This is an optimization exercise on Yosys and OpenROAD, whose aim is small area, a short achievable clock period and few clock cycles per item, not a production implementation.
Where RTL was checked, it was by simulation tests only, not by an equivalence proof against the original.
For runs 1 and 4 to 7, only the layout was checked, not whether the RTL still works.
No activity file was given, so power comes from the tool's default toggle rates.

--- design.v ---
module sscore_dec (
    input             clk,
    input             rst,         
    input             start,
    input      [47:0] in_len,
    output            idle,
    output            done,
    output     [2:0]  err,
    input             in_valid,
    output            in_ready,
    input      [20:0] in_cp,
    output            out_valid,
    input             out_ready,
    output      [7:0] out_data
);
    localparam [2:0] E_NONE      = 3'd0,
                     E_HEADER    = 3'd1,    
                     E_RANGE     = 3'd2,    
                     E_LENGTH    = 3'd3,    
                     E_BODY      = 3'd5;    
    reg         idle_r;      
    reg         done_r;      
    reg  [2:0]  err_r;
    localparam LW = 8, UW = 40;
    reg  [5:0]    ph;        
    reg  [LW-1:0] rlo;       
    reg  [UW-1:0] rup;       
    reg           rpend;     
    reg           rbr;       
    reg  [2:0]    st;        
    reg  [LW-1:0] hlo;       
    reg  [UW-1:0] hup;       
    reg           hpend;     
    reg           hpass;     
    reg           hbr;       
    reg           uf;        
    reg         oor;         
    reg         mb;          
    reg         rdy;         
    reg         kpat;        
    reg         kff;         
    reg  [10:0] rcnt;        
    reg  [7:0]  q;           
    reg         ovalid;
    reg  [7:0]  obyte;
    reg         zfe;         
    assign idle      = idle_r;
    assign done      = done_r;
    assign err       = err_r;
    assign in_ready  = rdy;
    assign out_valid = ovalid;
    assign out_data  = obyte;
    wire        push    = in_valid && rdy;
    wire        oa      = !ovalid || out_ready;      
    wire        take    = ovalid && out_ready;       
    wire [11:0] sym     = in_cp[11:0];
    wire        inrange = (in_cp[20:12] == 9'h00E);    
    wire [1:0]  pst     = st[1:0];
    wire        body    = push && st[2];
    wire        head    = (pst == 2'd0);
    wire        t_lit   = body && head && (sym[11:10] == 2'b00);
    wire        t_zf    = body && head && (sym[11] ^ sym[10]);
    wire        t_pat   = body && head && (sym[11:10] == 2'b11);
    wire        t_a     = body && (pst == 2'd1);
    wire        t_b     = body && (pst == 2'd2);
    wire        bad     = body && (head ? (sym[11:8] == 4'b0001 || sym[11:9] == 3'b001)
                                        : (sym[11:8] != 4'b0000));
    wire        rc_zero = (rcnt == 11'd0);
    wire        rc_odd  = rcnt[0];
    wire        zf_nz   = (sym[9:0] != 10'd0);
    wire        x_emit  = !rdy && oa;
    wire [7:0]  x_byte  = kpat ? q : {8{kff}};
    wire [10:0] dec_out = rcnt - 11'd1;
    wire        dec_z   = (rcnt[10:2] == 9'd0) &&
                          (rcnt[1:0] == ((!kpat && zfe) ? 2'd2 : 2'd1));
    wire        len_one = (sym[9:0] == 10'd1);
    wire        ph0     = (ph == 6'd0);
    wire        phl     = (ph == UW - 1);
    wire [LW-1:0] rlo_t, hlo_t;
    genvar gi;
    generate
        for (gi = 0; gi < LW; gi = gi + 1) begin : g_borrow
            if (gi == 0) begin : g0
                assign rlo_t[gi] = push;
                assign hlo_t[gi] = take;
            end else begin : gn
                assign rlo_t[gi] = push && (rlo[gi-1:0] == {gi{1'b0}});
                assign hlo_t[gi] = take && (hlo[gi-1:0] == {gi{1'b0}});
            end
        end
    endgenerate
    wire        rlo_z   = (rlo == {LW{1'b0}});
    wire        hlo_z   = (hlo == {LW{1'b0}});
    wire        rup_z   = (rup == {UW{1'b0}});
    wire        hup_z   = (hup == {UW{1'b0}});
    wire        rbc     = ph0 ? rpend : rbr;       
    wire        hrot    = ph0 ? hpend : hpass;     
    wire        hbc     = ph0 ? hpend : hbr;       
    wire        rem_z   = rup_z && rlo_z;
    wire        hsh     = push && !st[2];
    wire [47:0] hshift  = {hup[35-LW:0], hlo, sym};
    wire        fin     = !idle_r && !done_r && rem_z && rdy && oa;
    wire        e_head  = t_lit || (t_zf && zf_nz);
    wire        e_pat   = (t_a || t_b) && !rc_zero;
    wire        emit    = oa && (x_emit || e_head || e_pat);
    reg         rdy_n;
    always @(*) begin
        rdy_n = rdy;
        if (x_emit && (dec_z || pst == 2'd2)) rdy_n = 1'b1;
        if (t_a && !rc_zero && !oa) rdy_n = 1'b0;
        if (t_lit && !oa) rdy_n = 1'b0;
        if (t_zf && zf_nz) rdy_n = oa && len_one;
        if (t_b && !rc_zero) rdy_n = oa && dec_z;
    end
    always @(posedge clk) begin
        if (rst) begin
            idle_r <= 1'b1;
            done_r <= 1'b0;
            rdy    <= 1'b1;
            ovalid <= 1'b0;
        end else begin
            idle_r <= idle_r ? !start : done_r;
            done_r <= fin;
            rdy    <= rdy_n;
            ovalid <= emit || (ovalid && !out_ready);
        end
    end
    always @(posedge clk) begin
        err_r <= oor                                           ? E_RANGE  :
                 !st[2]                                        ? E_HEADER :
                 (mb || !head)                                 ? E_BODY   :
                 (uf || !hup_z || hpend || hpass ||
                  (hlo != {{(LW-1){1'b0}}, ovalid})) ? E_LENGTH :
                                                                 E_NONE;
        if (oa)
            obyte <= !rdy             ? x_byte :
                     (sym[11] ^ sym[10]) ? {8{sym[11]}} :
                                        sym[7:0];
        if ((pst != 2'd2) ? (rdy || oa) : (rdy && push && !oa))
            q <= rdy ? sym[7:0] : obyte;
        if (rdy && head) begin
            kpat <= !(sym[11] ^ sym[10]);
            kff  <= sym[11];
            zfe  <= oa;
        end
        if (!rdy) begin
            if (oa) rcnt <= dec_out;
        end else if (head) begin
            rcnt <= (sym[11:10] == 2'b11) ? {sym[9:0], 1'b0} :
                    (sym[11:10] == 2'b00) ? 11'd1 :
                                            {1'b0, sym[9:0]};
        end else if ((t_a || t_b) && !rc_zero && oa) begin
            rcnt <= dec_out;
        end
        if (idle_r) begin
            mb  <= 1'b0;
            oor <= 1'b0;
        end else begin
            if (push && !inrange) oor <= 1'b1;
            if (bad) mb <= 1'b1;
            if (t_pat) st[1:0] <= 2'd1;
            if (t_a) st[1:0] <= 2'd2;
            if (t_b) st[1:0] <= 2'd0;
        end
        if (idle_r) begin
            st    <= 3'd0;
            uf    <= 1'b0;
            hpend <= 1'b0;
            hpass <= 1'b0;
        end else begin
            if (hsh) st <= st + 3'd1;
            if (take && hlo_z && hup_z) uf <= 1'b1;
            hpend <= (hpend && !ph0) || (take && hlo_z);
            hpass <= hrot && !phl;
        end
        hlo <= hsh ? hshift[LW-1:0] : (hlo ^ hlo_t);
        if (hsh) hup <= hshift[47:LW];
        else if (hrot) hup <= {hup[0] ^ hbc, hup[UW-1:1]};
        hbr <= hbc && !hup[0];
        ph    <= (idle_r || phl) ? 6'd0 : ph + 6'd1;
        rlo   <= idle_r ? in_len[LW-1:0] : (rlo ^ rlo_t);
        rup   <= idle_r ? in_len[47:LW] : {rup[0] ^ rbc, rup[UW-1:1]};
        rbr   <= rbc && !rup[0];
        rpend <= !idle_r && ((rpend && !ph0) || (push && rlo_z));
    end
endmodule
--- flow/run.sh ---
#!/bin/bash
# Own flow: the standard layout, with the port buffers made from the
# smallest buffer cell, a clock tree of clkbuf_8 without dummy loads, and
# timing repair aiming for more setup slack than the 8 ns clock needs.
set -o pipefail
export BUFFER_PORTS_ARGS="-buffer_cell sky130_fd_sc_hd__buf_1"
export CTS_ARGS="-sink_clustering_enable -repair_clock_nets -dont_use_dummy_load -buf_list {sky130_fd_sc_hd__clkbuf_4 sky130_fd_sc_hd__clkbuf_8}"
export SETUP_SLACK_MARGIN=5.6
bash standard.sh > standard.log 2>&1
--- standard.sh ---
#!/bin/bash
# synth_recipe.tcl (not shown) runs the flow's synth.tcl, then flattens the netlist and writes it again
# the make line also repeats each setting of config.mk as NAME=value (left out here)
make -C /OpenROAD-flow-scripts/flow DESIGN_CONFIG=/design/flow/config.mk WORK_HOME=/design/flow/orfs CLKGATE_MAP_FILE= SYNTH_SCRIPT=/design/flow/synth_recipe.tcl "${@:-finish}"
--- config.mk ---
export PLATFORM = sky130hd
export DESIGN_NAME = sscore_dec
export DESIGN_NICKNAME = sscore_dec
export VERILOG_FILES = /design/flow/design.v
export SDC_FILE = /design/flow/constraint.sdc
export NUM_CORES = 4
export LEC_CHECK = 0
export CAP_MARGIN = 20
export CORE_MARGIN = 2
export CORE_UTILIZATION = 40
export SLEW_MARGIN = 20
--- constraint.sdc ---
create_clock -name core_clock -period 8.0 [get_ports {clk}]
set_input_delay 1.6000 -clock core_clock [delete_from_list [all_inputs] [get_ports {clk}]]
set_output_delay 1.6000 -clock core_clock [all_outputs]
set_load 0.01 [all_outputs]
==> metrics.md, run 1 <==
| Metric | Value |
|---|---|
| Starting DRT DRC Count | 296 |
| Placeable core region | 0.0164 mm² |
| Asr flop ratio synth | 0% |
| CP Data Arrival Time | 990 ps |
| Gpl congestion | 0.831 |
| WL/cell | 17.0 µm |
| Layout cell share with drive strength beyond 1 | 28.6% |
| Diode count | 0 |
| Overflow after GRT | 0 |
| DIE AREA | 0.0177 mm² |
| Mean Syn Cell Area | 11.7 µm² |
| Die width | 133 µm |
| Worst path max stage delay | 400 ps |
| CP max FO | 2 |
| CTS buffer count | 17 |
| Die H | 133 µm |
| Fin. Hold Viols | 0 |
| Antenna-violating nets left | 0 |
| CTS tree | yes |
| Slowest-stage cell, CP | edfxtp_1 |
| Hold/Removal Path Class | reg -> reg |
| Critical Path Source Type | flop |
| Cell family with most CP delay | flip-flops |
| Synth top area share | 31.6% |
| Post-layout min period | 2590 ps |
| Clock Sink Count | 150 |
| IO Count | 89 |
| Fin crit share | 32.3% |
| Largest net degree at the start of global routing | 72 |
| Initial Util | 40.5% |
| CP Cell Sequence | clkbuf_2 |
| Worst rel slew slack | 47.9% |
| Post-Layout Cell Count | 887 |
| WP buf/inv | 1 |
| Synth Register Bits | 150 |
| Max Cap Viol | 0 |
| Pwr dens | 203 mW/mm² |
| Yosys warnings | 1 |
| Status | no timing/DRC/antenna violations |
| Routed wire length | 15.1 mm |
| Peak VDD IR | 0.141 mV |
| Hold slack | 471 ps |
| Final setup fails | 0 |
| Slew @ Worst Pin | 782 ps |
| Nets@finish | 757 |
| Synth cell types | 50 |
| TritonRoute pass-1 iters | 7 |
| RSZ-0062 raised after global routing | true |
| Pleak | 2.87 nW |
| Placed cell count | 852 |
| Cells after synthesis | 566 |
| Largest area contributor in the netlist | edfxtp_1 |
| Vias per cell | 5.34 |
| Vias in the first global route | 4959 |
| Hpwl dp | 10.3 mm |
| Syn_nets | 654 |
| Most frequent cells in the layout | mux2_2, dfxtp_1, edfxtp_1 |
| IO Port Bufs | 88 |
| Main area contributors after synthesis | edfxtp_1, dfxtp_1, mux2_2 |
| Residual DRC count | 0 |
| Synth-to-Final Area Change | 19.1% |
| Mapped Area | 0.00665 mm² |
| First-pass GRT wire length | 24.4 mm |
| Number of flops mapped to enable cells by yosys | 70 |
| Via count | 4741 |
| Synth Flop Type | dfxtp_1 |
| Post-synthesis sequential area ratio | 55.7% |
| Post-route design area | 0.00791 mm² |
| Post-layout power | 1.61 mW |
| CTS H-Tree Depth | 4 |
| Row cnt | 47 |
| Clock buffer depth | 2 |
| CTS clk-pin slew, worst paths | 70 ps |
| Setup TNS | 0 ps |
| Fmax | 387 MHz |
| Clock Latency Late Sink | 450 ps |
| Aggregate global-route resource usage | 17.5% |
| Critical Path RT | 6400 ps |
| Initial antenna violation count | 0 |
| Endpoint type of the worst setup path | primary output |
| Fin. max-slew vios | 0 |
| Post-DP Area | 0.00740 mm² |
| Crit Path Category | reg -> out |
| CTS root buffer | clkbuf_8 |
| Clk_skew | 25.7 ps |
where the power goes:
part | internal (mW) | switching, mW
logic | 0.114 | 0.117
clock network | 0.187 | 0.238
registers | 0.889 | 0.0607
total | 1.19 | 0.416
what timing repair did:
action,in CTS,in global routing
cloned,3,0
resized for setup,29,28
pin swaps,2,4
setup buffers,11,4
endpoints found under the setup margin,143,42
hold buffers,0,0
path summary, 6_finish.rpt:
path / start / endpoint / slack, ps / depth (start not counted)
setup / recovery: obyte[4]$_DFFE_PN_ / out_data[4] / 5410 / 1
hold / removal: ph[0]$_SDFF_PP0_ / ph[0]$_SDFF_PP0_ / 470 / 1
setup reg to reg: rcnt[1]$_DFFE_PP_ / rcnt[10]$_DFFE_PP_ / 5990 / 6
hold reg to reg: ph[0]$_SDFF_PP0_ / ph[0]$_SDFF_PP0_ / 470 / 1
stage by stage:
step,utilization (%),setup slack (ps)
after floorplan,-,5330
after global placement,45.1,4690
after detailed placement,45.1,4660
after CTS,47.6,5380
after global routing,48.2,5350
final,48.2,5410
area by class of cell:
cell class                 count  area (µm²)
fill                        1523        8500
sequential                   150        3710
multi-input combinational    377        3060
timing repair buffer         104         527
tap                          220         275
clock buffer                  17         234
inverter                      19         105
sequential cells by signal, summed over array words and instances, names as in the netlist, 3 cells and up:
signal	cells
rup	40
hlo	8
rcnt	11
st	3
rlo	8
hup	40
q	8
obyte	8
err_r	3
ph	6
layer usage:
layer | share of wire, % | global-route usage, %
met5 | 0 | 0
met4 | 1.6 | 6.63
met3 | 6.0 | 5.44
met2 | 47 | 28.3
met1 | 45 | 22.0
logic make-up after synthesis:
group	synth area share (%)
AO/OA/AOI/OAI	8.53
XOR/XNOR	3.16
adder cells (fa/ha/maj)	2.64
buffers and inverters	2.82
flip-flops	55.7
multiplexers	14.5
AND/OR/NAND/NOR	12.6
Yosys cell counts, drive strengths merged, types with 8 or more instances:
| master | n |
|---|---|
| a21oi | 26 |
| a22oi | 8 |
| buf | 10 |
| clkbuf | 13 |
| dfxtp | 80 |
| edfxtp | 70 |
| ha | 14 |
| inv | 17 |
| mux2 | 84 |
| nand2 | 45 |
| nand3 | 10 |
| nand4 | 9 |
| nor2 | 43 |
| nor4 | 28 |
| o21ai | 18 |
| xnor2 | 15 |
| xor2 | 9 |
==> inputs of run 2 (changes only) <==
--- a/design.v
+++ b/design.v
@@ -38,3 +38,4 @@
     reg         mb;          
-    reg         rdy;         
+    reg         rdy_o;       
+    reg         busy;        
     reg         kpat;        
@@ -49,5 +50,6 @@
     assign err       = err_r;
-    assign in_ready  = rdy;
+    assign in_ready  = rdy_o;
     assign out_valid = ovalid;
     assign out_data  = obyte;
+    wire        rdy     = !busy;
     wire        push    = in_valid && rdy;
@@ -118,3 +120,4 @@
             done_r <= 1'b0;
-            rdy    <= 1'b1;
+            rdy_o  <= 1'b1;
+            busy   <= 1'b0;
             ovalid <= 1'b0;
@@ -123,3 +126,4 @@
             done_r <= fin;
-            rdy    <= rdy_n;
+            rdy_o  <= rdy_n;
+            busy   <= !rdy_n;
             ovalid <= emit || (ovalid && !out_ready);
--- a/flow/run.sh
+++ b/flow/run.sh
@@ -7,3 +7,3 @@
 export CTS_ARGS="-sink_clustering_enable -repair_clock_nets -dont_use_dummy_load -buf_list {sky130_fd_sc_hd__clkbuf_4 sky130_fd_sc_hd__clkbuf_8}"
-export SETUP_SLACK_MARGIN=5.6
+export SETUP_SLACK_MARGIN=5.3
 bash standard.sh > standard.log 2>&1
==> metrics.md, run 2 <==
| Metric | Value |
|---|---|
| Critical Path RT | 8070 ps (was 6400 ps) |
| Wire length on met2 | 7.28 mm (was 7.11 mm) |
| Most frequent cells in the layout | nand2_1, buf_1, dfxtp_1 (was mux2_2, dfxtp_1, edfxtp_1) |
| Initial Util | 40.5% (about the same) |
| Routed wire length | 15.5 mm (was 15.1 mm) |
| Layout fillers | 1596 (was 1523) |
| CTS buffer count | 17 (unchanged) |
| Synth Flop Type | dfxtp_1 (unchanged) |
| Commonest non-fill, non-tap cell in the layout | nand2_1 |
| Worst rel slew slack | 34.3% (was 47.9%) |
| Setup WS pre-CTS | 4270 ps (was 4660 ps) |
| Crit Path Category | in -> reg (was reg -> out) |
| Placeable core region | 0.0165 mm² (was 0.0164 mm²) |
| Clock Sink Count | 151 (was 150) |
| Critical Path Source Type | primary input (was flop) |
| Pleak | 2.83 nW (was 2.87 nW) |
| First-pass GRT wire length | 25.0 mm (was 24.4 mm) |
| Synth cell types | 57 (was 50) |
| Hpwl dp | 10.5 mm (was 10.3 mm) |
| Die width | 133 µm (about the same) |
| Peak VDD IR | 0.101 mV (was 0.141 mV) |
| Post-synthesis sequential area ratio | 55.8% (was 55.7%) |
| WP buf/inv | 1 (unchanged) |
| Synth top area share | 31.5% (was 31.6%) |
| Mapped Area | 0.00668 mm² (was 0.00665 mm²) |
| Slowest-stage cell, CP | o21ai_2 (was edfxtp_1) |
| Main area contributors after synthesis | edfxtp_1, dfxtp_1, mux2_2 (unchanged) |
| Hold slack | 483 ps (was 471 ps) |
| Die H | 133 µm (about the same) |
| CTS tree | yes (unchanged) |
| Yosys warnings | 1 (unchanged) |
| Mean Syn Cell Area | 10.3 µm² (was 11.7 µm²) |
| IO Count | 89 (unchanged) |
| WL met3 | 845 µm (was 912 µm) |
| Largest net degree at the start of global routing | 72 (unchanged) |
| Final setup fails | 0 (unchanged) |
| Status | no timing/DRC/antenna violations (unchanged) |
| Final setup margin | 5310 ps (was 5410 ps) |
| DIE AREA | 0.0177 mm² (about the same) |
| Synth Register Bits | 151 (was 150) |
| Cell family with most CP delay | compound AO/OA/AOI/OAI gates (was flip-flops) |
| Fin crit share | 33.7% (was 32.3%) |
| Layout cell share with drive strength beyond 1 | 13.2% (was 28.6%) |
| Number of flops mapped to enable cells by yosys | 70 (unchanged) |
| Clock buffer depth | 2 (unchanged) |
| CP Cell Sequence | buf_1, and3b_1, a31oi_1, o21ai_2 (was clkbuf_2) |
| Aggregate global-route resource usage | 17.7% (was 17.5%) |
| Residual DRC count | 0 (unchanged) |
| CTS clk-pin slew, worst paths | 80 ps (was 70 ps) |
| Post-DP Area | 0.00722 mm² (was 0.00740 mm²) |
| Via count | 5037 (was 4741) |
| Row cnt | 47 (unchanged) |
| Post-route design area | 0.00755 mm² (was 0.00791 mm²) |
| Endpoint type of the worst setup path | flop (was primary output) |
| Fin. Hold Viols | 0 (unchanged) |
| Hold/Removal Path Class | reg -> reg (unchanged) |
| Overflow after GRT | 0 (unchanged) |
| Clk_skew | 27.4 ps (was 25.7 ps) |
| Clock Latency Late Sink | 450 ps (about the same) |
| Max layer used | met4 (unchanged) |
| Synth-to-Final Area Change | 13.0% (was 19.1%) |
| Post-layout power | 1.59 mW (was 1.61 mW) |
| Post-synth top cells | nand2_1, dfxtp_1, edfxtp_1, mux2_2, a21oi_1 (was mux2_2, dfxtp_1, edfxtp_1, nand2_1, nor2_1) |
| CP max FO | 11 (was 2) |
| Fin. max-slew vios | 0 (unchanged) |
| Cells after synthesis | 646 (was 566) |
| Syn_nets | 734 (was 654) |
| Diode count | 0 (unchanged) |
| Vias per cell | 5.29 (was 5.34) |
| Largest area contributor in the netlist | edfxtp_1 (unchanged) |
| CTS root buffer | clkbuf_8 (unchanged) |
| CP Data Arrival Time | 2760 ps (was 990 ps) |
| Top-count cell post-synth | nand2_1 (was mux2_2) |
| RSZ-0062 raised after global routing | true (unchanged) |
| Antenna-violating nets left | 0 (unchanged) |
| CTS H-Tree Depth | 4 (unchanged) |
| Gpl congestion | 0.831 (about the same) |
| Slew @ Worst Pin | 958 ps (was 782 ps) |
| Worst path max stage delay | 560 ps (was 400 ps) |
| Starting DRT DRC Count | 389 (was 296) |
| Post-layout min period | 2690 ps (was 2590 ps) |
| M1 wire length | 7.00 mm (was 6.81 mm) |
| Nets@finish | 823 (was 757) |
| Asr flop ratio synth | 0% (unchanged) |
| IO Port Bufs | 88 (unchanged) |
| Fmax | 371 MHz (was 387 MHz) |
| Vias in the first global route | 4971 (was 4959) |
| Max Cap Viol | 0 (unchanged) |
| Pwr dens | 211 mW/mm² (was 203 mW/mm²) |
| TritonRoute pass-1 iters | 4 (was 7) |
| WL/cell | 16.2 µm (was 17.0 µm) |
| Setup TNS | 0 ps (unchanged) |
| Largest regs | hup x40, rup x40, rcnt x11 (unchanged) |
| Initial antenna violation count | 0 (unchanged) |
-- run 2: cell count changes after synthesis, sizes merged, moves of 2 or more --
cell	previous run	this run
a21oi	26	46
a22oi	8	1
nand2	45	145
clkbuf	13	18
nor2b	4	7
a41oi	2	0
a211oi	6	3
nor2	43	35
buf	10	7
inv	17	22
nand4	9	7
nor3	7	14
mux2	84	49
-- run 2: layout make-up --
cell class	count	area [µm²]	share of cell area, %
inverter	23	86.3	1.14
tap	220	275	3.65
sequential	151	3720	49.4
clock buffer	17	234	3.10
multi-input combinational	450	2870	38.0
timing repair buffer	92	362	4.79
-- run 2: path summary, 6_finish.rpt --
check,from,endpoint,slack [ps],depth (start not counted)
worst max-delay path,in_valid,rcnt[0]$_DFFE_PP_,5310,4
worst min-delay path,rup[7]$_DFF_P_,rup[6]$_DFF_P_,480,1
worst max register to register,ph[0]$_SDFF_PP0_,hup[9]$_DFFE_PP_,5690,5
worst min register to register,rup[7]$_DFF_P_,rup[6]$_DFF_P_,480,1
-- run 2: where the power goes --
group	total [mW]	switching [mW]	internal (mW)	leakage [nW]
Combinational	0.207	0.117	0.0903	1.32
Clock	0.431	0.244	0.187	0.122
Sequential	0.955	0.0604	0.894	1.39
-- run 2: cell families after synthesis --
group	count (synthesis)	synth area share, %
multiplexers	51	8.56
adder cells (fa/ha/maj)	14	2.62
AO/OA/AOI/OAI	97	8.83
flip-flops	151	55.8
XOR/XNOR	24	3.15
buffers and inverters	48	2.90
AND/OR/NAND/NOR	261	18.2
-- run 2: what timing repair did --
action	in CTS	in global routing
buffers inserted	0	3
endpoints found under the setup margin	95	112
hold buffers	0	0
gates cloned	1	2
resized for setup	3	7
pin swaps	0	1
-- run 2: per-stage QoR --
step	std cells	util, %
floorplan	646	-
global placement	930	43.9
detailed placement	930	43.9
CTS	948	45.4
global route	953	45.8
finish	953	45.8
-- run 2: metal layers --
metal,track usage [%],up-vias
li1,-,2470
met1,22.6,2390
met4,6.62,0
met5,0,-
met2,29.0,154
met3,4.53,23
-- run 2: worst register-to-register path: stages (launching register included) --
cell	delay [ps]
dfxtp_1	400
inv_1	70
ha_1	190
nand3_1	200
mux2i_1	840
nand2_8	270
Testbench counts of run 2, summed over its fixed seeds: cycles 65,160, bytes 62,998.
==> inputs of run 3 (changes only) <==
--- a/flow/run.sh
+++ b/flow/run.sh
@@ -7,3 +7,3 @@
 export CTS_ARGS="-sink_clustering_enable -repair_clock_nets -dont_use_dummy_load -buf_list {sky130_fd_sc_hd__clkbuf_4 sky130_fd_sc_hd__clkbuf_8}"
-export SETUP_SLACK_MARGIN=5.3
+export SETUP_SLACK_MARGIN=5.4
 bash standard.sh > standard.log 2>&1
==> metrics.md, run 3 <==
| Metric | Value |
|---|---|
| Status | no timing/DRC/antenna violations (unchanged) |
| Mean Syn Cell Area | 10.3 µm² (unchanged) |
| Post-layout min period | 2590 ps (was 2690 ps) |
| Critical Path Source Type | flop (was primary input) |
| Pwr dens | 208 mW/mm² (was 211 mW/mm²) |
| Post-synthesis sequential area ratio | 55.8% (unchanged) |
| WL met3 | 849 µm (was 845 µm) |
| Synth Register Bits | 151 (unchanged) |
| Most frequent cells in the layout | nand2_1, dfxtp_1, buf_1 (was nand2_1, buf_1, dfxtp_1) |
| Residual DRC count | 0 (unchanged) |
| Max Cap Viol | 0 (unchanged) |
| IO Port Bufs | 88 (unchanged) |
| Vias per cell | 5.32 (was 5.29) |
| CP Cell Sequence | clkbuf_2 (was buf_1, and3b_1, a31oi_1, o21ai_2) |
| Commonest non-fill, non-tap cell in the layout | nand2_1 (unchanged) |
| Nets@finish | 827 (was 823) |
| Peak VDD IR | 0.114 mV (was 0.101 mV) |
| Register Area | 0.00373 mm² (was 0.00372 mm²) |
| Overflow after GRT | 0 (unchanged) |
| Largest area contributor in the netlist | edfxtp_1 (unchanged) |
| Layout fillers | 1614 (was 1596) |
| CTS root buffer | clkbuf_8 (unchanged) |
| CP Data Arrival Time | 990 ps (was 2760 ps) |
| Antenna-violating nets left | 0 (unchanged) |
| Syn_nets | 734 (unchanged) |
| Crit Path Category | reg -> out (was in -> reg) |
| Clock Latency Late Sink | 450 ps (about the same) |
| RSZ-0062 raised after global routing | true (unchanged) |
| Worst rel slew slack | 33.2% (was 34.3%) |
| IO Count | 89 (unchanged) |
| Critical Path RT | 6400 ps (was 8070 ps) |
| Synth cell types | 57 (unchanged) |
| CTS H-Tree Depth | 4 (unchanged) |
| WL/cell | 16.3 µm (was 16.2 µm) |
| Via count | 5089 (was 5037) |
| Aggregate global-route resource usage | 17.5% (was 17.7%) |
| CTS tree | yes (unchanged) |
| Largest net degree at the start of global routing | 72 (unchanged) |
| Hold/Removal Path Class | reg -> reg (unchanged) |
| Clock buffer depth | 2 (unchanged) |
| Main area contributors after synthesis | edfxtp_1, dfxtp_1, mux2_2 (unchanged) |
| First-pass GRT wire length | 24.7 mm (was 25.0 mm) |
| Max layer used | met4 (unchanged) |
| Initial Util | 40.5% (unchanged) |
| Post-layout power | 1.59 mW (about the same) |
| DIE AREA | 0.0177 mm² (unchanged) |
| Synth top area share | 31.5% (unchanged) |
| Number of flops mapped to enable cells by yosys | 70 (unchanged) |
| TritonRoute pass-1 iters | 5 (was 4) |
| Clk_skew | 23.3 ps (was 27.4 ps) |
| Synth-to-Final Area Change | 14.7% (was 13.0%) |
| Slew @ Worst Pin | 974 ps (was 958 ps) |
| Asr flop ratio synth | 0% (unchanged) |
| Final setup fails | 0 (unchanged) |
| Post-synth top cells | nand2_1, dfxtp_1, edfxtp_1, mux2_2, a21oi_1 (unchanged) |
| Multi-input logic area | 0.00291 mm² (was 0.00287 mm²) |
| Fin crit share | 32.4% (was 33.7%) |
| Fin. max-slew vios | 0 (unchanged) |
| Die width | 133 µm (unchanged) |
| Post-DP Area | 0.00724 mm² (was 0.00722 mm²) |
| Vias in the first global route | 5040 (was 4971) |
| Hpwl dp | 10.6 mm (was 10.5 mm) |
| Layout cell share with drive strength beyond 1 | 16.3% (was 13.2%) |
| Setup TNS | 0 ps (unchanged) |
| Fmax | 386 MHz (was 371 MHz) |
| CTS clk-pin slew, worst paths | 70 ps (was 80 ps) |
| Post-route design area | 0.00765 mm² (was 0.00755 mm²) |
| Slowest-stage cell, CP | edfxtp_1 (was o21ai_2) |
| Diode count | 0 (unchanged) |
| CTS buffer count | 17 (unchanged) |
| WP buf/inv | 1 (unchanged) |
| Synth Flop Type | dfxtp_1 (unchanged) |
| Routed wire length | 15.6 mm (was 15.5 mm) |
| Row cnt | 47 (unchanged) |
| Clock Sink Count | 151 (unchanged) |
| Cells after synthesis | 646 (unchanged) |
| Placeable core region | 0.0165 mm² (unchanged) |
| Placed cell count | 930 (unchanged) |
| Initial antenna violation count | 0 (unchanged) |
| Wire length on met2 | 7.64 mm (was 7.28 mm) |
| M1 wire length | 6.93 mm (was 7.00 mm) |
| Pleak | 2.90 nW (was 2.83 nW) |
| Endpoint type of the worst setup path | primary output (was flop) |
| Starting DRT DRC Count | 351 (was 389) |
| CP max FO | 2 (was 11) |
| Top-count cell post-synth | nand2_1 (unchanged) |
| Yosys warnings | 1 (unchanged) |
| Largest regs | hup x40, rup x40, rcnt x11 (unchanged) |
| Mapped Area | 0.00668 mm² (unchanged) |
| Fin. Hold Viols | 0 (unchanged) |
| Cell family with most CP delay | flip-flops (was compound AO/OA/AOI/OAI gates) |
| Post-Layout Cell Count | 957 (was 953) |
| Gpl congestion | 0.823 (was 0.831) |
| Die H | 133 µm (unchanged) |
| Worst path max stage delay | 410 ps (was 560 ps) |
==> run 3: cell counts after synthesis <==
Identical to the previous run, type by type.
==> run 3: where the power goes <==
part,switching [mW],internal (mW),leakage (nW)
sequential,0.0606,0.894,1.39
clock,0.238,0.187,0.122
combinational,0.119,0.0950,1.39
==> run 3: metrics by stage <==
step / worst slack, ps / hold slack (ps) / utilization (%)
2_1_floorplan: 5320 / 428 / -
3_3_place_gp: 4420 / 443 / 44.0
3_5_place_dp: 4350 / 460 / 44.0
4_1_cts: 5370 / 476 / 45.8
5_1_grt: 5350 / 497 / 46.5
6_report: 5410 / 473 / 46.5
==> run 3: logic make-up (layout without fill, tap and decap cells) <==
| logic type | Yosys count | in the layout | synth area share [%] |
|---|---|---|---|
| AO/OA/AOI/OAI | 97 | 97 | 8.83 |
| XOR/XNOR | 24 | 24 | 3.15 |
| adder cells (fa/ha/maj) | 14 | 14 | 2.62 |
| buffers and inverters | 48 | 135 | 2.90 |
| flip-flops | 151 | 151 | 55.8 |
| multiplexers | 51 | 51 | 8.56 |
| AND/OR/NAND/NOR | 261 | 265 | 18.2 |
==> run 3: worst paths after layout <==
path | to | start | cells past startpoint | slack (ps)
worst min register to register | ph[0]$_SDFF_PP0_ | ph[0]$_SDFF_PP0_ | 1 | 470
worst min-delay path | ph[0]$_SDFF_PP0_ | ph[0]$_SDFF_PP0_ | 1 | 470
worst max-delay path | out_data[3] | obyte[3]$_DFFE_PN_ | 1 | 5410
worst max register to register | hup[37]$_DFFE_PP_ | ph[0]$_SDFF_PP0_ | 5 | 5730
==> run 3: area by class of cell <==
cell class                      count  area share [%]
Tap cell                          220            3.60
Clock buffer                       17            3.06
Multi-Input combinational cell    451            38.1
Inverter                           23            1.19
Timing Repair Buffer               95            5.38
Sequential cell                   151            48.7
==> run 3: what timing repair did <==
action                                  4_1_cts  5_1_grt
endpoints found under the setup margin      114      121
buffers inserted                              4        2
cloned                                        1        3
hold buffers                                  0        0
pin swaps                                     0        4
gates resized for setup                      12       17
==> run 3: layer usage <==
| metal | vias up | GRT usage, % |
|---|---|---|
| met1 | 2453 | 22.6 |
| li1 | 2478 | - |
| met5 | - | 0 |
| met2 | 140 | 29.0 |
| met3 | 18 | 4.00 |
| met4 | 0 | 6.21 |
==> inputs of run 4 (changes only) <==
--- a/design.v
+++ b/design.v
@@ -23,3 +23,3 @@
     reg  [2:0]  err_r;
-    localparam LW = 8, UW = 40;
+    localparam LW = 12, UW = 36;
     reg  [5:0]    ph;        
@@ -35,2 +35,3 @@
     reg           hbr;       
+    reg           hsh_d;     
     reg           uf;        
@@ -102,3 +103,2 @@
     wire        hsh     = push && !st[2];
-    wire [47:0] hshift  = {hup[35-LW:0], hlo, sym};
     wire        fin     = !idle_r && !done_r && rem_z && rdy && oa;
@@ -179,4 +179,5 @@
         end
-        hlo <= hsh ? hshift[LW-1:0] : (hlo ^ hlo_t);
-        if (hsh) hup <= hshift[47:LW];
+        hsh_d <= hsh && (st[1:0] != 2'd3) && !idle_r;
+        hlo <= hsh ? sym : (hlo ^ hlo_t);
+        if (hsh_d) hup <= {hup[UW-13:0], hlo};
         else if (hrot) hup <= {hup[0] ^ hbc, hup[UW-1:1]};
--- a/flow/run.sh
+++ b/flow/run.sh
@@ -7,3 +7,3 @@
 export CTS_ARGS="-sink_clustering_enable -repair_clock_nets -dont_use_dummy_load -buf_list {sky130_fd_sc_hd__clkbuf_4 sky130_fd_sc_hd__clkbuf_8}"
-export SETUP_SLACK_MARGIN=5.4
+export SETUP_SLACK_MARGIN=5.5
 bash standard.sh > standard.log 2>&1
==> metrics.md, run 4 <==
| Metric | Value |
|---|---|
| Main area contributors after synthesis | edfxtp_1, dfxtp_1, mux2_2 (unchanged) |
| Synth-to-Final Area Change | 18.0% (was 14.7%) |
| Placeable core region | 0.0166 mm² (was 0.0165 mm²) |
| Diode count | 0 (unchanged) |
| Synth Register Bits | 152 (was 151) |
| Clock Sink Count | 152 (was 151) |
| Layout cell share with drive strength beyond 1 | 27.3% (was 16.3%) |
| CP Cell Sequence | clkbuf_2 (unchanged) |
| Post-layout min period | 2580 ps (was 2590 ps) |
| Worst R2R Path Depth | 6 (was 5) |
| Clock Latency Late Sink | 440 ps (was 450 ps) |
| Cells after synthesis | 606 (was 646) |
| Hold/Removal Path Class | reg -> reg (unchanged) |
| Final setup fails | 0 (unchanged) |
| Clock buffer depth | 2 (unchanged) |
| Post-synth top cells | dfxtp_1, mux2_2, edfxtp_1, nand2_1, nor2_1 (was nand2_1, dfxtp_1, edfxtp_1, mux2_2, a21oi_1) |
| Worst rel slew slack | 48.3% (was 33.2%) |
| Switch Pwr | 0.395 mW (was 0.417 mW) |
| Switching Fraction | 25.3% (was 26.2%) |
| IO Port Bufs | 88 (unchanged) |
| CP Data Arrival Time | 980 ps (was 990 ps) |
| Pleak | 2.89 nW (was 2.90 nW) |
| Initial Util | 41.0% (was 40.5%) |
| Synth Flop Type | dfxtp_1 (unchanged) |
| Most frequent cells in the layout | mux2_2, dfxtp_1, buf_1 (was nand2_1, dfxtp_1, buf_1) |
| Final setup margin | 5420 ps (was 5410 ps) |
| Cell family with most CP delay | flip-flops (unchanged) |
| TritonRoute pass-1 iters | 4 (was 5) |
| Largest net degree at the start of global routing | 76 (was 72) |
| Residual DRC count | 0 (unchanged) |
| Top-count cell post-synth | dfxtp_1 (was nand2_1) |
| CTS root buffer | clkbuf_8 (unchanged) |
| Setup WS pre-CTS | 4200 ps (was 4350 ps) |
| Synth cell types | 55 (was 57) |
| CTS buffer count | 17 (unchanged) |
| CTS H-Tree Depth | 4 (unchanged) |
| Routed wire length | 15.0 mm (was 15.6 mm) |
| Post-route design area | 0.00803 mm² (was 0.00765 mm²) |
| Synth top area share | 29.1% (was 31.5%) |
| Clk_skew | 36.1 ps (was 23.3 ps) |
| Setup TNS | 0 ps (unchanged) |
| Die H | 134 µm (was 133 µm) |
| Antenna-violating nets left | 0 (unchanged) |
| First-pass GRT wire length | 24.7 mm (about the same) |
| Fin. Hold Viols | 0 (unchanged) |
| Worst path max stage delay | 410 ps (about the same) |
| Int Pwr | 1.17 mW (was 1.18 mW) |
| Fin crit share | 32.3% (was 32.4%) |
| Hold depth | 1 (unchanged) |
| Slew @ Worst Pin | 776 ps (was 974 ps) |
| Vias in the first global route | 5017 (was 5040) |
| Critical Path Source Type | flop (unchanged) |
| Layout fillers | 1547 (was 1614) |
| Post-DP Area | 0.00742 mm² (was 0.00724 mm²) |
| Nets@finish | 797 (was 827) |
| Peak VDD IR | 0.0911 mV (was 0.114 mV) |
| Status | no timing/DRC/antenna violations (unchanged) |
| Syn_nets | 694 (was 734) |
| Number of flops mapped to enable cells by yosys | 66 (was 70) |
| Logic pwr share | 13.2% (was 13.4%) |
| Mapped Area | 0.00681 mm² (was 0.00668 mm²) |
| Hpwl dp | 10.5 mm (was 10.6 mm) |
| Vias per cell | 5.26 (was 5.32) |
| Largest regs | hup x36, rup x36 (was hup x40, rup x40, rcnt x11) |
| Gpl congestion | 0.758 (was 0.823) |
| Row cnt | 47 (unchanged) |
| Via count | 4875 (was 5089) |
| DIE AREA | 0.0181 mm² (was 0.0177 mm²) |
| Die width | 134 µm (was 133 µm) |
| Slowest-stage cell, CP | edfxtp_1 (unchanged) |
| Starting DRT DRC Count | 233 (was 351) |
| Yosys warnings | 1 (unchanged) |
| Aggregate global-route resource usage | 17.1% (was 17.5%) |
| CTS clk-pin slew, worst paths | 60 ps (was 70 ps) |
| Hold slack | 467 ps (was 473 ps) |
| IO Count | 89 (unchanged) |
| Overflow after GRT | 0 (unchanged) |
| Critical Path RT | 6400 ps (about the same) |
| WP buf/inv | 1 (unchanged) |
| Crit Path Category | reg -> out (unchanged) |
| CP Depth | 1 (unchanged) |
| WL/cell | 16.2 µm (was 16.3 µm) |
| Largest area contributor in the netlist | edfxtp_1 (unchanged) |
| Endpoint type of the worst setup path | primary output (unchanged) |
| Seq pwr share | 59.4% (was 59.9%) |
| Asr flop ratio synth | 0% (unchanged) |
| Post-synthesis sequential area ratio | 54.4% (was 55.8%) |
| Mean Syn Cell Area | 11.2 µm² (was 10.3 µm²) |
| CTS tree | yes (unchanged) |
| Pwr dens | 195 mW/mm² (was 208 mW/mm²) |
| RSZ-0062 raised after global routing | true (unchanged) |
| CTS Hold Bufs | 0 (unchanged) |
| Initial antenna violation count | 0 (unchanged) |
| Clock network fraction of design power | 27.4% (was 26.7%) |
| Fmax | 387 MHz (was 386 MHz) |
| Max Cap Viol | 0 (unchanged) |
| Fin. max-slew vios | 0 (unchanged) |
| CP max FO | 2 (unchanged) |
[run 4: changes by cell type after synthesis, moves of 4 or more]
cell / change
o21ai_0: +14
nand2b_1: +4
mux2_2: +30
nor2_1: +6
a21oi_1: -12
buf_1: +4
nand2_1: -93
edfxtp_1: -4
dfxtp_1: +5
[run 4: metal layers]
metal  global-route usage, %  routed length, µm  vias up  part of all wire, %
li1                        -                  -     2413                    -
met1                    22.3               6860     2334                   46
met2                    28.0               7200      114                   48
met3                    5.06                776       14                  5.2
met4                    4.44                153        0                  1.0
met5                       0                  0        -                    0
[run 4: final timing paths]
path | from | end | slack (ps)
max | obyte[1]$_DFFE_PN_ | out_data[1] | 5420
min | ph[0]$_SDFF_PP0_ | ph[0]$_SDFF_PP0_ | 470
max reg2reg | rcnt[4]$_DFFE_PP_ | rcnt[1]$_DFFE_PP_ | 5740
min reg2reg | ph[0]$_SDFF_PP0_ | ph[0]$_SDFF_PP0_ | 470
[run 4: kinds of logic after synthesis]
logic type      count (synthesis)  synth area share [%]
flops                         152                  54.4
mux                            81                  13.4
xor+xnor                       29                  3.73
buf+inv                        45                  2.52
fa+ha+maj                      14                  2.57
compound gates                106                  9.49
simple gates                  179                  13.9
[run 4: layout make-up]
class / instances / area [µm²] / share of cell area (%)
sequential: 152 / 3710 / 46.3
timing repair buffer: 108 / 576 / 7.17
clock buffer: 17 / 234 / 2.91
multi-input combinational: 410 / 3130 / 39.0
tap: 220 / 275 / 3.43
inverter: 20 / 97.6 / 1.22
[run 4: stage by stage]
step | util [%] | power [mW] | instances
floorplan | - | 1.07 | 606
global placement | 44.8 | 1.13 | 892
detailed placement | 44.8 | 1.14 | 892
CTS | 47.4 | 1.57 | 923
global route | 48.4 | 1.64 | 927
finish | 48.4 | 1.56 | 927
[run 4: power by group through the flow]
| stage | Combinational, mW | Sequential [mW] | Clock, mW |
|---|---|---|---|
| 4_1_cts | 0.201 | 0.929 | 0.444 |
| 6_report | 0.206 | 0.929 | 0.428 |
| 5_1_grt | 0.230 | 0.940 | 0.474 |
| 3_5_place_dp | 0.191 | 0.946 | 0 |
| 2_1_floorplan | 0.139 | 0.933 | 0 |
| 3_3_place_gp | 0.184 | 0.943 | 0 |
[run 4: timing repair]
action | 4_1_cts | 5_1_grt
resized for setup | 36 | 38
setup endpoints to repair | 77 | 43
cloned | 0 | 1
endpoints found under the hold margin | 0 | 0
pin swaps | 5 | 8
buffers inserted | 14 | 3
==> inputs of run 5 (changes only) <==
--- a/flow/run.sh
+++ b/flow/run.sh
@@ -7,3 +7,3 @@
 export CTS_ARGS="-sink_clustering_enable -repair_clock_nets -dont_use_dummy_load -buf_list {sky130_fd_sc_hd__clkbuf_4 sky130_fd_sc_hd__clkbuf_8}"
-export SETUP_SLACK_MARGIN=5.5
+export SETUP_SLACK_MARGIN=5.4
 bash standard.sh > standard.log 2>&1
==> metrics.md, run 5 <==
| Metric | Value |
|---|---|
| Synth top area share | 29.1% (unchanged) |
| Switch Pwr | 0.385 mW (was 0.395 mW) |
| WP buf/inv | 3 (was 1) |
| Largest net degree at the start of global routing | 76 (unchanged) |
| WL/cell | 16.0 µm (was 16.2 µm) |
| Post-synthesis sequential area ratio | 54.4% (unchanged) |
| Post-synth top cells | dfxtp_1, mux2_2, edfxtp_1, nand2_1, nor2_1 (unchanged) |
| Compound-Gate Fraction of Synth Area | 9.49% (unchanged) |
| Clock buffer depth | 2 (unchanged) |
| Pleak | 2.75 nW (was 2.89 nW) |
| Placed cell count | 892 (unchanged) |
| Synth Register Bits | 152 (unchanged) |
| Post-layout min period | 2610 ps (was 2580 ps) |
| Vias per cell | 5.31 (was 5.26) |
| Slew @ Worst Pin | 759 ps (was 776 ps) |
| Nets@finish | 782 (was 797) |
| Clk_skew | 30.5 ps (was 36.1 ps) |
| Post-Synth Adder-Cell Area | 2.57% (unchanged) |
| Clock network fraction of design power | 27.4% (about the same) |
| Final setup fails | 0 (unchanged) |
| Vias in the first global route | 4856 (was 5017) |
| Diode count | 0 (unchanged) |
| CP Depth | 7 (was 1) |
| Crit Path Category | in -> reg (was reg -> out) |
| CTS Hold Bufs | 0 (unchanged) |
| Slowest-stage cell, CP | o41a_1 (was edfxtp_1) |
| Starting DRT DRC Count | 310 (was 233) |
| Top-count cell post-synth | dfxtp_1 (unchanged) |
| Fmax | 383 MHz (was 387 MHz) |
| Post-Synth Simple-Gate Area | 13.9% (unchanged) |
| IO Count | 89 (unchanged) |
| DIE AREA | 0.0181 mm² (unchanged) |
| Mapped Area | 0.00681 mm² (unchanged) |
| Post-DP Area | 0.00739 mm² (was 0.00742 mm²) |
| Endpoint type of the worst setup path | flop (was primary output) |
| CTS buffer count | 17 (unchanged) |
| Hpwl dp | 10.4 mm (was 10.5 mm) |
| Layout cell share with drive strength beyond 1 | 21.5% (was 27.3%) |
| Worst R2R Path Depth | 8 (was 6) |
| Grt met1 use | 22.3% (about the same) |
| Met2 Use GR | 26.8% (was 28.0%) |
| Cells after synthesis | 606 (unchanged) |
| Antenna-violating nets left | 0 (unchanged) |
| Asr flop ratio synth | 0% (unchanged) |
| TritonRoute pass-1 iters | 4 (unchanged) |
| Via count | 4842 (was 4875) |
| Fin. Hold Viols | 0 (unchanged) |
| Int Pwr | 1.16 mW (was 1.17 mW) |
| Overflow after GRT | 0 (unchanged) |
| CP Cell Sequence | buf_2, inv_8, ha_4, nand4_1, inv_1, a211oi_2, o41a_1 (was clkbuf_2) |
| Switching Fraction | 24.9% (was 25.3%) |
| CTS H-Tree Depth | 4 (unchanged) |
| Mux cell area share after synthesis | 13.4% (unchanged) |
| CTS tree | yes (unchanged) |
| Hold depth | 1 (unchanged) |
| Gpl congestion | 0.752 (was 0.758) |
| Aggregate global-route resource usage | 16.9% (was 17.1%) |
| CTS root buffer | clkbuf_8 (unchanged) |
| Syn_nets | 694 (unchanged) |
| GR Util met3 | 4.31% (was 5.06%) |
| Cell family with most CP delay | compound AO/OA/AOI/OAI gates (was flip-flops) |
| CP Data Arrival Time | 2940 ps (was 980 ps) |
| Synth cell types | 55 (unchanged) |
| Fin crit share | 32.6% (was 32.3%) |
| Grt peak-use layer | met2 (unchanged) |
| Status | no timing/DRC/antenna violations (unchanged) |
| Clock Sink Count | 152 (unchanged) |
| Initial antenna violation count | 0 (unchanged) |
| Max Cap Viol | 0 (unchanged) |
| Largest area contributor in the netlist | edfxtp_1 (unchanged) |
| Number of flops mapped to enable cells by yosys | 66 (unchanged) |
| Mean Syn Cell Area | 11.2 µm² (unchanged) |
| Row cnt | 47 (unchanged) |
| CTS clk-pin slew, worst paths | 80 ps (was 60 ps) |
| Placeable core region | 0.0166 mm² (unchanged) |
| Die width | 134 µm (unchanged) |
| XOR/XNOR Fraction of Synth Area | 3.73% (unchanged) |
| Fin. max-slew vios | 0 (unchanged) |
| Routed wire length | 14.6 mm (was 15.0 mm) |
| Largest regs | hup x36, rup x36 (unchanged) |
| First-pass GRT wire length | 24.2 mm (was 24.7 mm) |
| Setup TNS | 0 ps (unchanged) |
| Commonest non-fill, non-tap cell in the layout | dfxtp_1 |
| Residual DRC count | 0 (unchanged) |
| RSZ-0062 raised after global routing | true (unchanged) |
| Post-Layout Cell Count | 912 (was 927) |
| CP max FO | 3 (was 2) |
| Synth Flop Type | dfxtp_1 (unchanged) |
| Synth-to-Final Area Change | 13.4% (was 18.0%) |
| Critical Path RT | 8330 ps (was 6400 ps) |
| Clock Latency Late Sink | 440 ps (about the same) |
| Worst rel slew slack | 49.4% (was 48.3%) |
| Hold/Removal Path Class | reg -> reg (unchanged) |
| Critical Path Source Type | primary input (was flop) |
| Most frequent cells in the layout | dfxtp_1, mux2_2, buf_1 (was mux2_2, dfxtp_1, buf_1) |
| Initial Util | 41.0% (unchanged) |
| IO Port Bufs | 88 (unchanged) |
| Seq pwr share | 60.1% (was 59.4%) |
| Die H | 134 µm (unchanged) |
| Post-route design area | 0.00772 mm² (was 0.00803 mm²) |
| Main area contributors after synthesis | edfxtp_1, dfxtp_1, mux2_2 (unchanged) |
| Pwr dens | 200 mW/mm² (was 195 mW/mm²) |
| Peak VDD IR | 0.140 mV (was 0.0911 mV) |
| Largest family of logic cells by synthesized area | simple AND/OR/NAND/NOR gates (unchanged) |
| Worst path max stage delay | 410 ps (about the same) |
| Yosys warnings | 1 (unchanged) |
| Logic pwr share | 12.5% (was 13.2%) |
-- run 5: worst reg2reg max path, stage by stage, from the launching register on --
cell      delay (ps)
dfxtp_1          330
inv_1            120
ha_1             320
nand2b_2         300
inv_1            320
nand4_1          220
inv_1            140
a211oi_2          80
o41a_1           410
-- run 5: per-stage QoR --
| step | total power [mW] | setup slack [ps] | hold slack, ps | utilization [%] |
|---|---|---|---|---|
| after floorplan | 1.07 | 5220 | 430 | - |
| after global placement | 1.13 | 4390 | 448 | 44.6 |
| after detailed placement | 1.13 | 4240 | 462 | 44.6 |
| after CTS | 1.56 | 5370 | 473 | 46.3 |
| after global routing | 1.62 | 5350 | 495 | 46.6 |
| final | 1.55 | 5390 | 468 | 46.6 |
-- run 5: cell families (layout without fill, tap and decap cells) --
| family | count (synthesis) | after routing |
|---|---|---|
| xor+xnor | 29 | 29 |
| mux | 81 | 81 |
| simple gates | 179 | 180 |
| fa+ha+maj | 14 | 14 |
| flops | 152 | 152 |
| compound gates | 106 | 106 |
| buf+inv | 45 | 130 |
-- run 5: layer usage --
layer / routed length (µm) / vias to the layer above
met1: 6850 / 2298
met4: 251 / 0
met3: 803 / 20
met2: 6690 / 141
met5: 0 / -
li1: - / 2383
-- run 5: path summary, 6_finish.rpt --
kind	start	to	slack [ps]
worst max-delay path	in_cp[10]	rdy_o$_SDFF_PP1_	5390
worst min register to register	ph[0]$_SDFF_PP0_	ph[0]$_SDFF_PP0_	470
worst max register to register	st[0]$_SDFFE_PP0P_	rdy_o$_SDFF_PP1_	5680
worst min-delay path	ph[0]$_SDFF_PP0_	ph[0]$_SDFF_PP0_	470
-- run 5: area by class of cell --
class                      count  area (µm²)
fill                        1580        8860
sequential                   152        3710
multi-input combinational    410        3020
timing repair buffer          93         387
tap                          220         275
clock buffer                  17         234
inverter                      20        95.1
-- run 5: power groups by stage --
stage	registers (mW)	clock network (mW)	logic, mW
final	0.929	0.424	0.193
after floorplan	0.933	0	0.138
after global placement	0.943	0	0.183
after CTS	0.929	0.440	0.193
after global routing	0.938	0.471	0.216
after detailed placement	0.946	0	0.189
-- run 5: repair_timing --
| item | 4_1_cts | 5_1_grt |
|---|---|---|
| gates cloned | 0 | 1 |
| endpoints found under the setup margin | 64 | 17 |
| resized for setup | 15 | 14 |
| pin swaps | 0 | 2 |
| endpoints found under the hold margin | 0 | 0 |
| buffers inserted | 1 | 1 |
==> inputs of run 6 (changes only) <==
--- a/design.v
+++ b/design.v
@@ -42,3 +42,2 @@
     reg         kpat;        
-    reg         kff;         
     reg  [10:0] rcnt;        
@@ -74,3 +73,3 @@
     wire        x_emit  = !rdy && oa;
-    wire [7:0]  x_byte  = kpat ? q : {8{kff}};
+    wire [7:0]  h_byte  = (sym[11] ^ sym[10]) ? {8{sym[11]}} : sym[7:0];
     wire [10:0] dec_out = rcnt - 11'd1;
@@ -139,10 +138,7 @@
         if (oa)
-            obyte <= !rdy             ? x_byte :
-                     (sym[11] ^ sym[10]) ? {8{sym[11]}} :
-                                        sym[7:0];
-        if ((pst != 2'd2) ? (rdy || oa) : (rdy && push && !oa))
-            q <= rdy ? sym[7:0] : obyte;
+            obyte <= rdy ? h_byte : q;
+        if ((pst != 2'd2) ? (rdy || (oa && kpat)) : (rdy && push && !oa))
+            q <= rdy ? h_byte : obyte;
         if (rdy && head) begin
             kpat <= !(sym[11] ^ sym[10]);
-            kff  <= sym[11];
             zfe  <= oa;
==> metrics.md, run 6 <==
| Metric | Value |
|---|---|
| Synth Flop Type | dfxtp_1 (unchanged) |
| Grt met1 use | 22.5% (was 22.3%) |
| Vias in the first global route | 5024 (was 4856) |
| Setup TNS | 0 ps (unchanged) |
| Hpwl dp | 10.6 mm (was 10.4 mm) |
| Met2 Use GR | 28.1% (was 26.8%) |
| Asr flop ratio synth | 0% (unchanged) |
| Endpoint type of the worst setup path | flop (unchanged) |
| Diode count | 0 (unchanged) |
| Die H | 134 µm (about the same) |
| Gpl congestion | 0.812 (was 0.752) |
| Via count | 4890 (was 4842) |
| Largest net degree at the start of global routing | 39 (was 76) |
| Initial antenna violation count | 0 (unchanged) |
| Fmax | 381 MHz (was 383 MHz) |
| Slowest-stage cell, CP | a221o_1 (was o41a_1) |
| Clock network fraction of design power | 26.6% (was 27.4%) |
| Initial Util | 40.7% (was 41.0%) |
| Main area contributors after synthesis | edfxtp_1, dfxtp_1, mux2_2 (unchanged) |
| Syn_nets | 695 (was 694) |
| Mean Syn Cell Area | 11.1 µm² (was 11.2 µm²) |
| CP Cell Sequence | buf_6, inv_6, ha_4, inv_8, nor3_4, o21ai_2, or2_1, a221o_1 (was buf_2, inv_8, ha_4, nand4_1, inv_1, a211oi_2, o41a_1) |
| Largest area contributor in the netlist | edfxtp_1 (unchanged) |
| Aggregate global-route resource usage | 17.6% (was 16.9%) |
| IO Port Bufs | 88 (unchanged) |
| Nets@finish | 795 (was 782) |
| Clock Sink Count | 151 (was 152) |
| Cells after synthesis | 607 (was 606) |
| Number of flops mapped to enable cells by yosys | 65 (was 66) |
| Switching Fraction | 25.7% (was 24.9%) |
| Multi-input logic area | 0.00298 mm² (was 0.00302 mm²) |
| Yosys warnings | 1 (unchanged) |
| TritonRoute pass-1 iters | 4 (unchanged) |
| Largest regs | hup x36, rup x36 (unchanged) |
| Post-synthesis sequential area ratio | 54.6% (was 54.4%) |
| CP max FO | 10 (was 3) |
| Hold slack | 478 ps (was 468 ps) |
| Final setup margin | 5370 ps (was 5390 ps) |
| Synth top area share | 29.0% (was 29.1%) |
| Clock Latency Late Sink | 450 ps (was 440 ps) |
| Post-layout min period | 2630 ps (was 2610 ps) |
| Int Pwr | 1.18 mW (was 1.16 mW) |
| IO Count | 89 (unchanged) |
| Synth cell types | 60 (was 55) |
| Critical Path RT | 8320 ps (was 8330 ps) |
| CP Data Arrival Time | 2940 ps (about the same) |
| Peak VDD IR | 0.142 mV (was 0.140 mV) |
| Hold depth | 1 (unchanged) |
| GR Util met3 | 5.97% (was 4.31%) |
| Crit Path Category | in -> reg (unchanged) |
| Overflow after GRT | 0 (unchanged) |
| Pwr dens | 201 mW/mm² (was 200 mW/mm²) |
| Starting DRT DRC Count | 307 (was 310) |
| Row cnt | 47 (unchanged) |
| Switch Pwr | 0.409 mW (was 0.385 mW) |
| Clk_skew | 26.4 ps (was 30.5 ps) |
| Routed wire length | 15.2 mm (was 14.6 mm) |
| Max Cap Viol | 0 (unchanged) |
| Worst path max stage delay | 320 ps (was 410 ps) |
| Worst rel slew slack | 36.9% (was 49.4%) |
| Worst R2R Path Depth | 5 (was 8) |
| Fin crit share | 32.8% (was 32.6%) |
| Post-synth top cells | dfxtp_1, mux2_2, edfxtp_1, nor2_1, a21oi_1 (was dfxtp_1, mux2_2, edfxtp_1, nand2_1, nor2_1) |
| CTS H-Tree Depth | 4 (unchanged) |
| RSZ-0062 raised after global routing | true (unchanged) |
| Critical Path Source Type | primary input (unchanged) |
| Placeable core region | 0.0165 mm² (was 0.0166 mm²) |
| Top-count cell post-synth | dfxtp_1 (unchanged) |
| Pleak | 2.84 nW (was 2.75 nW) |
| CTS clk-pin slew, worst paths | 80 ps (about the same) |
| First-pass GRT wire length | 24.8 mm (was 24.2 mm) |
| CTS buffer count | 17 (unchanged) |
| Logic pwr share | 14.5% (was 12.5%) |
| Hold/Removal Path Class | reg -> reg (unchanged) |
| Grt peak-use layer | met2 (unchanged) |
| CTS root buffer | clkbuf_8 (unchanged) |
| Synth Register Bits | 151 (was 152) |
| Register Area | 0.00368 mm² (was 0.00371 mm²) |
| Commonest non-fill, non-tap cell in the layout | dfxtp_1 (unchanged) |
| Status | no timing/DRC/antenna violations (unchanged) |
| Setup WS pre-CTS | 4580 ps (was 4240 ps) |
| Layout cell share with drive strength beyond 1 | 21.3% (was 21.5%) |
| Mapped Area | 0.00673 mm² (was 0.00681 mm²) |
| Layout fillers | 1540 (was 1580) |
| Final setup fails | 0 (unchanged) |
| Synth-to-Final Area Change | 17.2% (was 13.4%) |
| Slew @ Worst Pin | 945 ps (was 759 ps) |
| Die width | 134 µm (about the same) |
| Fin. Hold Viols | 0 (unchanged) |
| WL/cell | 16.4 µm (was 16.0 µm) |
| Clock buffer depth | 2 (unchanged) |
| CTS tree | yes (unchanged) |
| Antenna-violating nets left | 0 (unchanged) |
| Vias per cell | 5.29 (was 5.31) |
| Residual DRC count | 0 (unchanged) |
| Post-layout power | 1.59 mW (was 1.55 mW) |
| DIE AREA | 0.0179 mm² (was 0.0181 mm²) |
| Seq pwr share | 58.9% (was 60.1%) |
| Fin. max-slew vios | 0 (unchanged) |
| Most frequent cells in the layout | dfxtp_1, buf_1, mux2_2 (was dfxtp_1, mux2_2, buf_1) |
==> run 6: cell count changes after synthesis, moves of 5 or more <==
cell	delta
a21oi_1	+11
inv_1	+16
mux2_2	-8
nand2_1	-16
nor2_1	+7
nor2b_1	-6
nor4_1	-5
o21ai_0	-14
o21ai_1	+9
==> run 6: what timing repair did <==
item,CTS,global route
gates cloned,2,0
resized for setup,17,21
hold buffers,0,0
pin swaps,0,5
endpoints found under the setup margin,34,42
setup buffers,4,6
endpoints found under the hold margin,0,0
==> run 6: worst paths after layout <==
kind / startpoint / end / slack [ps]
worst min register to register: rup[27]$_DFF_P_ / rup[26]$_DFF_P_ / 480
worst max-delay path: in_cp[11] / rdy_o$_SDFF_PP1_ / 5370
worst min-delay path: rup[27]$_DFF_P_ / rup[26]$_DFF_P_ / 480
worst max register to register: busy$_SDFF_PP0_ / st[1]$_SDFFE_PP0P_ / 5560
==> run 6: cells by family (layout without fill, tap and decap cells) <==
logic type | Yosys count | after routing | synth area share, %
AO/OA/AOI/OAI | 110 | 110 | 9.76
XOR/XNOR | 29 | 29 | 3.77
AND/OR/NAND/NOR | 170 | 170 | 13.6
adder cells (fa/ha/maj) | 14 | 14 | 2.60
multiplexers | 74 | 74 | 12.3
flip-flops | 151 | 151 | 54.6
buffers and inverters | 59 | 157 | 3.35
==> run 6: through the flow <==
stage / cell area (µm²) / instances / util [%]
after floorplan: 6860 / 607 / -
after global placement: 7390 / 896 / 44.7
after detailed placement: 7390 / 896 / 44.7
after CTS: 7770 / 919 / 47.0
after global routing: 7890 / 925 / 47.7
final: 7890 / 925 / 47.7
==> run 6: cell type report <==
class	count	area share, %
sequential	151	46.6
multi-input combinational	397	37.7
timing repair buffer	103	7.04
tap	220	3.49
clock buffer	17	2.97
inverter	37	2.13
==> run 6: per-layer routing <==
layer  part of all wire (%)  routed length (µm)
met3                    6.8                1030
met2                     48                7240
met1                     44                6720
met4                    1.3                 200
met5                      0                   0
==> run 6: power by group through the flow <==
stage	Sequential (mW)	Combinational, mW	Clock [mW]
floorplan	0.940	0.151	0
global placement	0.948	0.201	0
detailed placement	0.952	0.208	0
CTS	0.935	0.221	0.438
global route	0.945	0.256	0.467
finish	0.935	0.230	0.423
==> run 6: worst max-delay path: cells and delay by family <==
| kind | cells | cell delay (ps) |
|---|---|---|
| AOI/OAI and AO/OA | 2 | 420 |
| and+or+nand+nor | 2 | 450 |
| buffers and inverters | 3 | 180 |
| adders and majority gates | 1 | 280 |
==> inputs of run 7 (changes only) <==
--- a/design.v
+++ b/design.v
@@ -23,3 +23,3 @@
     reg  [2:0]  err_r;
-    localparam LW = 12, UW = 36;
+    localparam LW = 8, UW = 40;
     reg  [5:0]    ph;        
@@ -35,3 +35,2 @@
     reg           hbr;       
-    reg           hsh_d;     
     reg           uf;        
@@ -102,2 +101,3 @@
     wire        hsh     = push && !st[2];
+    wire [47:0] hshift  = {hup[35-LW:0], hlo, sym};
     wire        fin     = !idle_r && !done_r && rem_z && rdy && oa;
@@ -175,5 +175,4 @@
         end
-        hsh_d <= hsh && (st[1:0] != 2'd3) && !idle_r;
-        hlo <= hsh ? sym : (hlo ^ hlo_t);
-        if (hsh_d) hup <= {hup[UW-13:0], hlo};
+        hlo <= hsh ? hshift[LW-1:0] : (hlo ^ hlo_t);
+        if (hsh) hup <= hshift[47:LW];
         else if (hrot) hup <= {hup[0] ^ hbc, hup[UW-1:1]};
==> metrics.md, run 7 <==
| Metric | Value |
|---|---|
| Initial antenna violation count | 0 (unchanged) |
| Pwr dens | 207 mW/mm² (was 201 mW/mm²) |
| Crit Path Category | in -> reg (unchanged) |
| Antenna-violating nets left | 0 (unchanged) |
| Overflow after GRT | 0 (unchanged) |
| Max Cap Viol | 0 (unchanged) |
| Yosys warnings | 1 (unchanged) |
| CTS H-Tree Depth | 4 (unchanged) |
| Largest area contributor in the netlist | edfxtp_1 (unchanged) |
| TritonRoute pass-1 iters | 5 (was 4) |
| Status | no timing/DRC/antenna violations (unchanged) |
| Clock network fraction of design power | 26.7% (was 26.6%) |
| Critical Path RT | 8320 ps (about the same) |
| WL/cell | 16.1 µm (was 16.4 µm) |
| Main area contributors after synthesis | edfxtp_1, dfxtp_1, nand2_1 (was edfxtp_1, dfxtp_1, mux2_2) |
| Setup TNS | 0 ps (unchanged) |
| Synth cell types | 56 (was 60) |
| Switching Fraction | 26.2% (was 25.7%) |
| Placeable core region | 0.0164 mm² (was 0.0165 mm²) |
| Fin. Hold Viols | 0 (unchanged) |
| Post-synthesis sequential area ratio | 55.5% (was 54.6%) |
| Vias in the first global route | 4928 (was 5024) |
| Placed cell count | 937 (was 896) |
| Fin. max-slew vios | 0 (unchanged) |
| Seq pwr share | 59.5% (was 58.9%) |
| Post-synth top cells | nand2_1, dfxtp_1, edfxtp_1, mux2_2, a21oi_1 (was dfxtp_1, mux2_2, edfxtp_1, nor2_1, a21oi_1) |
| Cell family with most CP delay | simple AND/OR/NAND/NOR gates (unchanged) |
| Residual DRC count | 0 (unchanged) |
| Final core occ | 46.8% (was 47.7%) |
| First-pass GRT wire length | 24.8 mm (about the same) |
| DIE AREA | 0.0177 mm² (was 0.0179 mm²) |
| IO Port Bufs | 88 (unchanged) |
| Syn_nets | 744 (was 695) |
| Initial Util | 40.6% (was 40.7%) |
| Int Pwr | 1.17 mW (was 1.18 mW) |
| Clock Latency Late Sink | 440 ps (was 450 ps) |
| Gpl congestion | 0.811 (was 0.812) |
| Starting DRT DRC Count | 374 (was 307) |
| Cells after synthesis | 656 (was 607) |
| Hpwl dp | 10.6 mm (about the same) |
| Clk_skew | 30.6 ps (was 26.4 ps) |
| Vias per cell | 5.32 (was 5.29) |
| RSZ-0062 raised after global routing | true (unchanged) |
| Endpoint type of the worst setup path | flop (unchanged) |
| Logic pwr share | 13.8% (was 14.5%) |
| R2r setup slk | 5630 ps (was 5560 ps) |
| Worst path max stage delay | 540 ps (was 320 ps) |
| Layout cell share with drive strength beyond 1 | 14.6% (was 21.3%) |
| Asr flop ratio synth | 0% (unchanged) |
| Die width | 133 µm (was 134 µm) |
| CTS buffer count | 17 (unchanged) |
| CP Cell Sequence | clkbuf_2, or4_4, nor4_4, a2111o_1, o211ai_1 (was buf_6, inv_6, ha_4, inv_8, nor3_4, o21ai_2, or2_1, a221o_1) |
| Synth Register Bits | 150 (was 151) |
| CTS root buffer | clkbuf_8 (unchanged) |
| Nets@finish | 830 (was 795) |
| Top-count cell post-synth | nand2_1 (was dfxtp_1) |
| Largest net degree at the start of global routing | 72 (was 39) |
| Peak VDD IR | 0.119 mV (was 0.142 mV) |
| Mean Syn Cell Area | 10.1 µm² (was 11.1 µm²) |
| Number of flops mapped to enable cells by yosys | 69 (was 65) |
| Hold Path Sink | err_r[0]$_SDFF_PP0_ (was rup[26]$_DFF_P_) |
| CTS tree | yes (unchanged) |
| Via count | 5106 (was 4890) |
| Synth top area share | 31.1% (was 29.0%) |
| Reg-to-reg endpoint | hup[1]$_DFFE_PP_ (was st[1]$_SDFFE_PP0P_) |
| Fmax | 386 MHz (was 381 MHz) |
| WP buf/inv | 1 (was 3) |
| CP max FO | 5 (was 10) |
| Fin crit share | 32.4% (was 32.8%) |
| Aggregate global-route resource usage | 17.9% (was 17.6%) |
| Row cnt | 47 (unchanged) |
[run 7: final cells by class]
class / count / area [µm²]
timing repair buffer: 91 / 403
inverter: 36 / 163
fill: 1578 / 8730
sequential: 150 / 3700
multi-input combinational: 446 / 2900
clock buffer: 17 / 234
tap: 220 / 275
[run 7: per-stage QoR]
stage               hold WS (ps)  total power, mW  setup slack [ps]
finish                       426             1.59              5410
global placement             435             1.16              4350
global route                 447             1.67              5340
CTS                          427             1.60              5370
detailed placement           435             1.17              4280
floorplan                    389             1.10              5160
[run 7: routing by layer]
layer,vias to the layer above,wire length (µm),track usage [%]
met3,18,952,4.87
met1,2436,7010,24.1
met5,-,0,0
met2,147,7230,27.8
li1,2505,-,-
met4,0,242,6.69
[run 7: how the worst max path moves through the flow]
stage / from / endpoint / slack, ps / cells after the start
3_5_place_dp: in_valid / hup[33]$_DFFE_PP_ / 4280 / 5
4_1_cts: obyte[6]$_DFFE_PN_ / out_data[6] / 5370 / 1
3_3_place_gp: in_valid / hup[31]$_DFFE_PP_ / 4350 / 5
5_1_grt: obyte[6]$_DFFE_PN_ / out_data[6] / 5340 / 1
2_1_floorplan: in_cp[10] / rdy_o$_SDFF_PP1_ / 5160 / 6
6_report: in_cp[8] / busy$_SDFF_PP0_ / 5410 / 5
[run 7: repair_timing]
item / in CTS / in global routing
hold buffers: 0 / 0
pin swaps: 4 / 4
cloned: 4 / 0
setup endpoints to repair: 136 / 28
resized for setup: 20 / 19
buffers inserted: 1 / 1
[run 7: cell families (layout without fill, tap and decap cells)]
kind of cell / after synthesis / after routing / synth area share, %
simple gates: 255 / 259 / 17.9
flops: 150 / 150 / 55.5
compound gates: 109 / 109 / 10.3
buf+inv: 64 / 144 / 3.65
mux: 42 / 42 / 7.09
xor+xnor: 22 / 22 / 2.90
fa+ha+maj: 14 / 14 / 2.63
[run 7: power groups by stage]
stage	registers, mW	clock network, mW	logic (mW)
after floorplan	0.946	0	0.153
after global placement	0.958	0	0.201
after detailed placement	0.961	0	0.209
after CTS	0.946	0.435	0.217
after global routing	0.956	0.466	0.247
final	0.945	0.424	0.219

## static timing again, ports no longer ideal
In the flow no input, the clock included, has a driving cell. The finished layouts below were timed again as built, in two steps.
Step 1, drivers: a clkbuf_16 drives clk and a buf_2 each remaining input, both assumed.
Step 2 also shifts input and output timing later by t, the mid clock arrival at the registers, as if the neighbouring blocks saw the same clock.
Three values: ideal, step 1, step 2; two values: the first two.
run | t (ns) | setup WS [ns] | worst setup path at the end | latest minus earliest clock arrival (ns) | pins driven straight from the clock port
run 1 | 0.469 | 5.413 / 5.374 / 5.094 | input to register | 0.033 / 0.033 | 1
run 2 | 0.474 | 5.307 / 5.301 / 4.827 | input to register | 0.028 / 0.028 | 1
run 3 | 0.470 | 5.407 / 5.373 / 4.938 | input to register | 0.032 / 0.033 | 1
run 4 | 0.458 | 5.417 / 5.384 / 5.014 | input to register | 0.036 / 0.037 | 1
run 5 | 0.462 | 5.392 / 5.373 / 4.939 | input to register | 0.032 / 0.032 | 1
run 6 | 0.474 | 5.373 / 5.349 / 4.876 | input to register | 0.027 / 0.027 | 1
run 7 | 0.470 | 5.408 / 5.369 / 4.914 | input to register | 0.030 / 0.031 | 1
After both steps every run listed still meets setup and hold. The setup slack of run 6, which loses most, moves by -0.024 ns with the drivers and by -0.497 ns with both steps.
